Context: an optimization exercise on an open-source flow, tuned for small area, a short achievable clock period and few clock cycles per item. The choices shown serve that exercise and are no tape-out recipe. RTL that was checked went through simulation tests only; none was proved equivalent to the original.

==> module bsm_xfade, before the edit <==
module bsm_xfade (
    input  wire        clk,
    input  wire        rst,
    input  wire        cmd_valid,
    output wire        cmd_ready,
    input  wire [11:0] cmd_len,
    input  wire        in_valid,
    output wire        in_ready,
    input  wire [15:0] in_dst,
    input  wire [15:0] in_src,
    output wire        out_valid,
    input  wire        out_ready,
    output wire [15:0] out_data
);
    localparam F   = 29;              
    localparam CT  = 14;            
    localparam K   = 3;               
    localparam W   = F + 16 - CT;     
    localparam WL  = F - CT;          
    reg        active;    
    reg        dz;        
    reg        first;     
    reg        rdy_r;     
    reg        full_r;    
    reg        nq;        
    reg        vA, vB;    
    reg [10:0] dv;        
    reg [11:0] pr;        
    reg [F:0]  q;         
    reg [3:0]  dcnt;      
    reg        dfirst;    
    reg [F-1:0] x;        
    reg [11:0]  u;        
    reg         second;   
    wire cmd_fire = cmd_valid && !active;
    wire in_fire  = in_valid && in_ready;
    wire pop      = out_ready && nq;
    wire nq_pop   = nq && !pop;
    wire stallB   = vB && nq_pop;              
    wire stallA   = vA && stallB;              
    wire moveB    = vB && !stallB;
    assign cmd_ready = !active;
    assign in_ready  = rdy_r && (!full_r || out_ready);
    wire [11:0] dr [0:K];
    wire [K-1:0] qb;
    assign dr[0] = pr;
    genvar gj;
    generate
        for (gj = 0; gj < K; gj = gj + 1) begin : g_div
            wire [11:0] tw = {dr[gj][10:0], dfirst && (gj == 0)};
            assign dr[gj+1] = dr[gj][11] ? tw + {1'b0, dv} : tw - {1'b0, dv};
            assign qb[K-1-gj] = !dr[gj+1][11];
        end
    endgenerate
    wire [11:0]  pd;
    wire         pd_co;
    xf_add #(12) u_pd (.a(pr), .b({1'b0, dv} ^ {12{!pr[11]}}), .ci(!pr[11]),
                       .s(pd), .co(pd_co));
    wire [11:0]  rr  = pr[11] ? pd : pr;                     
    wire [11:0]  rmd = pr[11] ? pr : pd;                     
    wire         cu  = !second && !u[11];
    wire [11:0]  un;
    wire         un_co;
    xf_add #(12) u_un (.a(second ? rmd : u), .b(cu ? rmd : rr), .ci(1'b0),
                       .s(un), .co(un_co));
    wire [F:0]   xs;
    wire         xs_co;
    xf_add #(F+1) u_xs (.a({1'b0, x}), .b(q), .ci(cu), .s(xs), .co(xs_co));
    wire         ovf = xs[F] | xs_co;      
    wire [F-1:0] xn  = ovf ? {F{1'b1}} : xs[F-1:0];
    wire         last = first ? dz : ovf;
    wire [16:0] dl_in;
    wire        dl_co;
    xf_add #(17) u_dl (.a({in_dst[15], in_dst}), .b(~{in_src[15], in_src}), .ci(1'b1),
                       .s(dl_in), .co(dl_co));
    reg [16:0] dlA;
    reg [15:0] sA;
    wire [W-1:0] ra, rb;
    xf_mul u_mul (.dl(dlA), .x(x), .s(sA), .ra(ra), .rb(rb));
    wire [WL-1:0] lp = ra[WL-1:0] ^ rb[WL-1:0];
    wire [WL-1:0] lt = ra[WL-1:0] | rb[WL-1:0];
    wire [3:0]    lg, lpp;
    wire [3:0]    s0, s1, s2;
    wire [2:0]    s3;
    xf_add #(4) u_g0 (.a(ra[3:0]),   .b(rb[3:0]),   .ci(1'b0), .s(s0), .co(lg[0]));
    xf_add #(4) u_g1 (.a(ra[7:4]),   .b(rb[7:4]),   .ci(1'b0), .s(s1), .co(lg[1]));
    xf_add #(4) u_g2 (.a(ra[11:8]),  .b(rb[11:8]),  .ci(1'b0), .s(s2), .co(lg[2]));
    xf_add #(3) u_g3 (.a(ra[14:12]), .b(rb[14:12]), .ci(1'b0), .s(s3), .co(lg[3]));
    assign lpp = {&lp[14:12], &lp[11:8], &lp[7:4], &lp[3:0]};
    wire          c11 = lg[0];    
    wire          zl  = (lp[WL-11] == c11) && (lp[WL-1:WL-10] == lt[WL-2:WL-11]);
    reg  [15:0]   raB, rbB;
    reg           zB;
    reg  [3:0]    gB;
    reg  [3:1]    pB;
    wire [15:0]  hi;
    wire         hi_co;
    wire         cB  = gB[3] | pB[3] & (gB[2] | pB[2] & (gB[1] | pB[1] & gB[0]));
    xf_add #(16) u_y (.a(raB), .b(rbB), .ci(cB), .s(hi), .co(hi_co));
    wire         zi  = zB;
    wire [15:0]  res;
    wire         res_co;
    xf_add #(16) u_res (.a(hi), .b(16'd0), .ci(hi[15] & ~zi), .s(res), .co(res_co));
    reg [15:0] e0;
    assign out_valid = nq;
    assign out_data  = e0;
    wire       nq_nx  = nq_pop || moveB;
    wire       vA_nx  = in_fire || stallA;
    wire       vB_nx  = (vA && !stallB) || stallB;
    always @(posedge clk) begin
        if (moveB)
            e0 <= res;
        if (!stallB) begin
            raB <= ra[W-1:WL];
            rbB <= rb[W-1:WL];
            zB  <= zl;
            gB  <= lg;
            pB  <= lpp[3:1];
        end
        if (!stallA) begin
            dlA <= dl_in;
            sA  <= in_src;
        end
        if (dcnt != 4'd0) begin
            dcnt <= dcnt - 4'd1;
            pr   <= dr[K];
            q    <= {q[F-K:0], qb};
        end
        dfirst <= 1'b0;
        if (cmd_fire) begin
            dv <= cmd_len[10:0] - 11'd1;
            q  <= {(F+1){1'b0}};
            if (cmd_len > 12'd512) begin
                dcnt <= 4'd7; pr <= 12'd256;
            end else if (cmd_len > 12'd64) begin
                dcnt <= 4'd8; pr <= 12'd32;
            end else if (cmd_len > 12'd8) begin
                dcnt <= 4'd9; pr <= 12'd4;
            end else begin
                dcnt <= 4'd10; pr <= 12'd0; dfirst <= 1'b1;
            end
        end
        if (in_fire) begin
            second <= first;
            if (first) begin
                x <= {F{1'b0}};
            end else begin
                x <= xn;
                u <= un;
            end
        end
        if (rst) begin
            active <= 1'b0;
            first  <= 1'b0;
            rdy_r  <= 1'b0;
            nq     <= 1'b0;
            full_r <= 1'b0;
            vA     <= 1'b0;
            vB     <= 1'b0;
            dcnt   <= 4'd0;
        end else begin
            nq <= nq_nx;
            vA <= vA_nx;
            vB <= vB_nx;
            full_r <= nq_nx && vA_nx && vB_nx;
            if (cmd_fire) begin
                active <= (cmd_len != 12'd0);
                dz     <= (cmd_len == 12'd1);
                first  <= 1'b1;
                rdy_r  <= (cmd_len != 12'd0);
            end else begin
                if (in_fire) begin
                    first  <= 1'b0;
                    active <= !last;
                end
                rdy_r <= active && !(in_fire && last)
                         && ((first && !in_fire) || (dcnt == 4'd0) || (dcnt == 4'd1));
            end
        end
    end
endmodule
export LEC_CHECK = 0
export CAP_MARGIN = 5
export CORE_MARGIN = 2
export CORE_UTILIZATION = 40
export PLACE_DENSITY = 0.6
export SETUP_SLACK_MARGIN = 5
export SLEW_MARGIN = 5
create_clock -name core_clock -period 10.0 [get_ports {clk}]
run.sh (not shown) runs the stock make flow with config.mk's settings and CLKGATE_MAP_FILE= SYNTH_SCRIPT=/design/flow/synth_recipe.tcl, a recipe that flattens the netlist after the stock synthesis.
The baseline went through all stages and came out clean.
Testbench counts at the start, summed over its fixed seeds: cycles 41,401, items 38,279.
Change:
--- a/flow/design.v
+++ b/flow/design.v
@@ -29,10 +29,13 @@
     reg [F:0]  q;         
     reg [3:0]  dcnt;      
     reg        dfirst;    
+    reg        qv;        
     reg [F-1:0] x;        
     reg [11:0]  u;        
     reg         second;   
     wire cmd_fire = cmd_valid && !active;
+    wire [10:0] dnew = cmd_len[10:0] - 11'd1;
+    wire hit      = qv && (dnew == dv);         
     wire in_fire  = in_valid && in_ready;
     wire pop      = out_ready && nq;
     wire nq_pop   = nq && !pop;
@@ -127,8 +130,8 @@
             q    <= {q[F-K:0], qb};
         end
         dfirst <= 1'b0;
-        if (cmd_fire) begin
-            dv <= cmd_len[10:0] - 11'd1;
+        if (cmd_fire && !hit) begin
+            dv <= dnew;
             q  <= {(F+1){1'b0}};
             if (cmd_len > 12'd512) begin
                 dcnt <= 4'd7; pr <= 12'd256;
@@ -158,11 +161,16 @@
             vA     <= 1'b0;
             vB     <= 1'b0;
             dcnt   <= 4'd0;
+            qv     <= 1'b0;
         end else begin
             nq <= nq_nx;
             vA <= vA_nx;
             vB <= vB_nx;
             full_r <= nq_nx && vA_nx && vB_nx;
+            if (cmd_fire && !hit)
+                qv <= 1'b0;
+            else if (dcnt == 4'd1)
+                qv <= 1'b1;
             if (cmd_fire) begin
                 active <= (cmd_len != 12'd0);
                 dz     <= (cmd_len == 12'd1);
Result:
- The changed run ran to the end with no violations
- wire length went up by 2.5%
- cell area went up by 1.9%
- setup slack loses 190 ps
- area after synthesis went up by 1.8%
- critical path depth went up by 2
- sequential share of layout area went down by 0.33 points
- maximum frequency went down by 3.4%
- utilization went up by 0.52 points
- die area went up by 1.7%
- global-route usage is about the same
The RTL of the second run of this note was laid out without a check of its function.


JK:
bsm_xfade, a different RTL version from the one above (not shown whole).
For scale: roughly 2300 cells after synthesis, about 200 flip-flops, ~68 I/O pins, roughly 22000 um2 of cells after synthesis.
==> module bsm_xfade, before the edit <==
module bsm_xfade (
    input  wire        clk,
    input  wire        rst,
    input  wire        cmd_valid,
    output wire        cmd_ready,
    input  wire [11:0] cmd_len,
    input  wire        in_valid,
    output wire        in_ready,
    input  wire [15:0] in_dst,
    input  wire [15:0] in_src,
    output wire        out_valid,
    input  wire        out_ready,
    output wire [15:0] out_data
);
    localparam F   = 29;              
    localparam CT  = 14;            
    localparam K   = 2;               
    localparam W   = F + 16 - CT;     
    localparam WL  = F - CT;          
    reg        active;    
    reg        dz;        
    reg        first;     
    reg        rdy_r;     
    reg        full_r;    
    reg        nq;        
    reg        vA, vB;    
    reg [10:0] dv;        
    reg [11:0] pr;        
    reg [F:0]  q;         
    reg [3:0]  dcnt;      
    reg        dfirst;    
    reg        qv;        
    reg [F-1:0] x;        
    reg [11:0]  u;        
    reg         second;   
    wire cmd_fire = cmd_valid && !active;
    wire [10:0] dnew = cmd_len[10:0] - 11'd1;
    wire hit      = qv && (dnew == dv);         
    wire in_fire  = in_valid && in_ready;
    wire pop      = out_ready && nq;
    wire nq_pop   = nq && !pop;
    wire stallB   = vB && nq_pop;              
    wire stallA   = vA && stallB;              
    wire moveB    = vB && !stallB;
    assign cmd_ready = !active;
    assign in_ready  = rdy_r && (!full_r || out_ready);
    wire [11:0] dr [0:K];
    wire [K-1:0] qb;
    assign dr[0] = pr;
    genvar gj;
    generate
        for (gj = 0; gj < K; gj = gj + 1) begin : g_div
            wire [11:0] tw = {dr[gj][10:0], dfirst && (gj == 0)};
            assign dr[gj+1] = dr[gj][11] ? tw + {1'b0, dv} : tw - {1'b0, dv};
            assign qb[K-1-gj] = !dr[gj+1][11];
        end
    endgenerate
    wire [11:0]  pd;
    wire         pd_co;
    xf_add #(12) u_pd (.a(pr), .b({1'b0, dv} ^ {12{!pr[11]}}), .ci(!pr[11]),
                       .s(pd), .co(pd_co));
    wire [11:0]  rr  = pr[11] ? pd : pr;                     
    wire [11:0]  rmd = pr[11] ? pr : pd;                     
    wire         cu  = !second && !u[11];
    wire [11:0]  un;
    wire         un_co;
    xf_add #(12) u_un (.a(second ? rmd : u), .b(cu ? rmd : rr), .ci(1'b0),
                       .s(un), .co(un_co));
    wire [F:0]   xs;
    wire         xs_co;
    xf_add #(F+1) u_xs (.a({1'b0, x}), .b(q), .ci(cu), .s(xs), .co(xs_co));
    wire         ovf = xs[F] | xs_co;      
    wire [F-1:0] xn  = ovf ? {F{1'b1}} : xs[F-1:0];
    wire         last = first ? dz : ovf;
    wire [16:0] dl_in;
    wire        dl_co;
    xf_add #(17) u_dl (.a({in_dst[15], in_dst}), .b(~{in_src[15], in_src}), .ci(1'b1),
                       .s(dl_in), .co(dl_co));
    reg [16:0] dlA;
    reg [15:0] sA;
    wire [W-1:0] ra, rb;
    xf_mul u_mul (.dl(dlA), .x(x), .s(sA), .ra(ra), .rb(rb));
    wire [WL-1:0] lp = ra[WL-1:0] ^ rb[WL-1:0];
    wire [WL-1:0] lt = ra[WL-1:0] | rb[WL-1:0];
    wire [3:0]    lg, lpp;
    wire [3:0]    s0, s1, s2;
    wire [2:0]    s3;
    xf_add #(4) u_g0 (.a(ra[3:0]),   .b(rb[3:0]),   .ci(1'b0), .s(s0), .co(lg[0]));
    xf_add #(4) u_g1 (.a(ra[7:4]),   .b(rb[7:4]),   .ci(1'b0), .s(s1), .co(lg[1]));
    xf_add #(4) u_g2 (.a(ra[11:8]),  .b(rb[11:8]),  .ci(1'b0), .s(s2), .co(lg[2]));
    xf_add #(3) u_g3 (.a(ra[14:12]), .b(rb[14:12]), .ci(1'b0), .s(s3), .co(lg[3]));
    assign lpp = {&lp[14:12], &lp[11:8], &lp[7:4], &lp[3:0]};
    wire          c11 = lg[0];    
    wire          zl  = (lp[WL-11] == c11) && (lp[WL-1:WL-10] == lt[WL-2:WL-11]);
    reg  [15:0]   raB, rbB;
    reg           zB;
    reg  [3:0]    gB;
    reg  [3:1]    pB;
    wire [15:0]  hi;
    wire         hi_co;
    wire         cB  = gB[3] | pB[3] & (gB[2] | pB[2] & (gB[1] | pB[1] & gB[0]));
    xf_add #(16) u_y (.a(raB), .b(rbB), .ci(cB), .s(hi), .co(hi_co));
    wire         zi  = zB;
    wire [15:0]  res;
    wire         res_co;
    xf_add #(16) u_res (.a(hi), .b(16'd0), .ci(hi[15] & ~zi), .s(res), .co(res_co));
    reg [15:0] e0;
    assign out_valid = nq;
    assign out_data  = e0;
    wire       nq_nx  = nq_pop || moveB;
    wire       vA_nx  = in_fire || stallA;
    wire       vB_nx  = (vA && !stallB) || stallB;
    always @(posedge clk) begin
        if (moveB)
            e0 <= res;
        if (!stallB) begin
            raB <= ra[W-1:WL];
            rbB <= rb[W-1:WL];
            zB  <= zl;
            gB  <= lg;
            pB  <= lpp[3:1];
        end
        if (!stallA) begin
            dlA <= dl_in;
            sA  <= in_src;
        end
        if (dcnt != 4'd0) begin
            dcnt <= dcnt - 4'd1;
            pr   <= dr[K];
            q    <= {q[F-K:0], qb};
        end
        dfirst <= 1'b0;
        if (cmd_fire && !hit) begin
            dv <= dnew;
            q  <= {(F+1){1'b0}};
            if (cmd_len > 12'd1024) begin
                dcnt <= 4'd10; pr <= 12'd512;
            end else if (cmd_len > 12'd256) begin
                dcnt <= 4'd11; pr <= 12'd128;
            end else if (cmd_len > 12'd64) begin
                dcnt <= 4'd12; pr <= 12'd32;
            end else if (cmd_len > 12'd16) begin
                dcnt <= 4'd13; pr <= 12'd8;
            end else if (cmd_len > 12'd4) begin
                dcnt <= 4'd14; pr <= 12'd2;
            end else begin
                dcnt <= 4'd15; pr <= 12'd0; dfirst <= 1'b1;
            end
        end
        if (in_fire) begin
            second <= first;
            if (first) begin
                x <= {F{1'b0}};
            end else begin
                x <= xn;
                u <= un;
            end
        end
        if (rst) begin
            active <= 1'b0;
            first  <= 1'b0;
            rdy_r  <= 1'b0;
            nq     <= 1'b0;
            full_r <= 1'b0;
            vA     <= 1'b0;
            vB     <= 1'b0;
            dcnt   <= 4'd0;
            qv     <= 1'b0;
        end else begin
            nq <= nq_nx;
            vA <= vA_nx;
            vB <= vB_nx;
            full_r <= nq_nx && vA_nx && vB_nx;
            if (cmd_fire && !hit)
                qv <= 1'b0;
            else if (dcnt == 4'd1)
                qv <= 1'b1;
            if (cmd_fire) begin
                active <= (cmd_len != 12'd0);
                dz     <= (cmd_len == 12'd1);
                first  <= 1'b1;
                rdy_r  <= (cmd_len != 12'd0);
            end else begin
                if (in_fire) begin
                    first  <= 1'b0;
                    active <= !last;
                end
                rdy_r <= active && !(in_fire && last)
                         && ((first && !in_fire) || (dcnt == 4'd0) || (dcnt == 4'd1));
            end
        end
    end
endmodule
clock: 10.0 ns
lec_check: 0
cap_margin: 5
core_margin: 2
core_utilization: 60
place_density: 0.7
setup_slack_margin: 5
slew_margin: 5
JK: full flow OK, the timing, design-rule and antenna checks passed
Testbench counts of JK, summed over its fixed seeds: cycles 40,550, items 38,279.
Changes in MS relative to JK:
--- a/flow/design.v
+++ b/flow/design.v
@@ -11,13 +11,13 @@
     output wire        out_valid,
     input  wire        out_ready,
     output wire [15:0] out_data
 );
     localparam F   = 29;              
     localparam CT  = 14;            
-    localparam K   = 2;               
+    localparam K   = 3;               
     localparam W   = F + 16 - CT;     
     localparam WL  = F - CT;          
     reg        active;    
     reg        dz;        
     reg        first;     
     reg        rdy_r;     
@@ -26,19 +26,16 @@
     reg        vA, vB;    
     reg [10:0] dv;        
     reg [11:0] pr;        
     reg [F:0]  q;         
     reg [3:0]  dcnt;      
     reg        dfirst;    
-    reg        qv;        
     reg [F-1:0] x;        
     reg [11:0]  u;        
     reg         second;   
     wire cmd_fire = cmd_valid && !active;
-    wire [10:0] dnew = cmd_len[10:0] - 11'd1;
-    wire hit      = qv && (dnew == dv);         
     wire in_fire  = in_valid && in_ready;
     wire pop      = out_ready && nq;
     wire nq_pop   = nq && !pop;
     wire stallB   = vB && nq_pop;              
     wire stallA   = vA && stallB;              
     wire moveB    = vB && !stallB;
@@ -127,27 +124,23 @@
         if (dcnt != 4'd0) begin
             dcnt <= dcnt - 4'd1;
             pr   <= dr[K];
             q    <= {q[F-K:0], qb};
         end
         dfirst <= 1'b0;
-        if (cmd_fire && !hit) begin
-            dv <= dnew;
+        if (cmd_fire) begin
+            dv <= cmd_len[10:0] - 11'd1;
             q  <= {(F+1){1'b0}};
-            if (cmd_len > 12'd1024) begin
-                dcnt <= 4'd10; pr <= 12'd512;
-            end else if (cmd_len > 12'd256) begin
-                dcnt <= 4'd11; pr <= 12'd128;
+            if (cmd_len > 12'd512) begin
+                dcnt <= 4'd7; pr <= 12'd256;
             end else if (cmd_len > 12'd64) begin
-                dcnt <= 4'd12; pr <= 12'd32;
-            end else if (cmd_len > 12'd16) begin
-                dcnt <= 4'd13; pr <= 12'd8;
-            end else if (cmd_len > 12'd4) begin
-                dcnt <= 4'd14; pr <= 12'd2;
+                dcnt <= 4'd8; pr <= 12'd32;
+            end else if (cmd_len > 12'd8) begin
+                dcnt <= 4'd9; pr <= 12'd4;
             end else begin
-                dcnt <= 4'd15; pr <= 12'd0; dfirst <= 1'b1;
+                dcnt <= 4'd10; pr <= 12'd0; dfirst <= 1'b1;
             end
         end
         if (in_fire) begin
             second <= first;
             if (first) begin
                 x <= {F{1'b0}};
@@ -162,22 +155,17 @@
             rdy_r  <= 1'b0;
             nq     <= 1'b0;
             full_r <= 1'b0;
             vA     <= 1'b0;
             vB     <= 1'b0;
             dcnt   <= 4'd0;
-            qv     <= 1'b0;
         end else begin
             nq <= nq_nx;
             vA <= vA_nx;
             vB <= vB_nx;
             full_r <= nq_nx && vA_nx && vB_nx;
-            if (cmd_fire && !hit)
-                qv <= 1'b0;
-            else if (dcnt == 4'd1)
-                qv <= 1'b1;
             if (cmd_fire) begin
                 active <= (cmd_len != 12'd0);
                 dz     <= (cmd_len == 12'd1);
                 first  <= 1'b1;
                 rdy_r  <= (cmd_len != 12'd0);
             end else begin
## What came out
- MS | status: complete | timing, DRC, antenna: pass
- The number of gates given a new drive strength after cts of MS is higher than that of JK.
- Per the comparison of MS with JK, share of synthesized cell area in and, or, nand and nor gates dropped 0.70 points, total standard cell area after synthesis went up, number of standard cells in the final layout excluding fillers rose by 35, non-clock buffer total of the final layout now larger.
- Relative to JK, half-perimeter wire length after detailed placement increased by about 8% in MS.
- Compared MS vs JK, and final worst setup slack is down in MS.
- Note that the maximum number of pins on one net before global-route repair recorded for MS amounts to 0.69 times the value seen in JK.
- From JK to MS the numbers moved as follows: utilization after layout increased 1.3 points, cell area after layout went up 530 um2.
Testbench counts of MS, summed over its fixed seeds: cycles 41,401, items 38,279.

==> re-timing with driven ports <==
In the flow no input, the clock included, has a driving cell. The finished layouts below were timed again as built, in two steps.
Step 1 sets driving cells, clkbuf_16 on the clock port and buf_2 on the other inputs (assumed; they add their load-dependent delay and slew).
Step 2, shift: input delay + t, output delay - t, t = (earliest + latest rising clock arrival at the registers) / 2. This alone moves slack from input paths to output paths.
Three values: no drivers, after step 1, after step 2; two values: the first two.
run	t, ns	slack for setup (ns)	latest minus earliest clock arrival (ns)	worst register clock-pin slew, ns	worst slew at a driven data input, ns
the first run of note 1	0.548	4.788 / 4.788 / 4.656	0.015 / 0.014	0.08 / 0.08	0.06
the second run of note 1	0.542	4.603 / 4.603 / 4.603	0.014 / 0.014	0.09 / 0.09	0.06
JK	0.523	5.070 / 5.046 / 4.637	0.015 / 0.014	0.09 / 0.09	0.05
MS	0.508	4.857 / 4.857 / 4.649	0.019 / 0.018	0.09 / 0.09	0.04
After both steps setup and hold are still met in every run listed. For JK, which loses most, drivers alone change the setup slack by -0.024 ns; drivers and shift together by -0.433 ns.
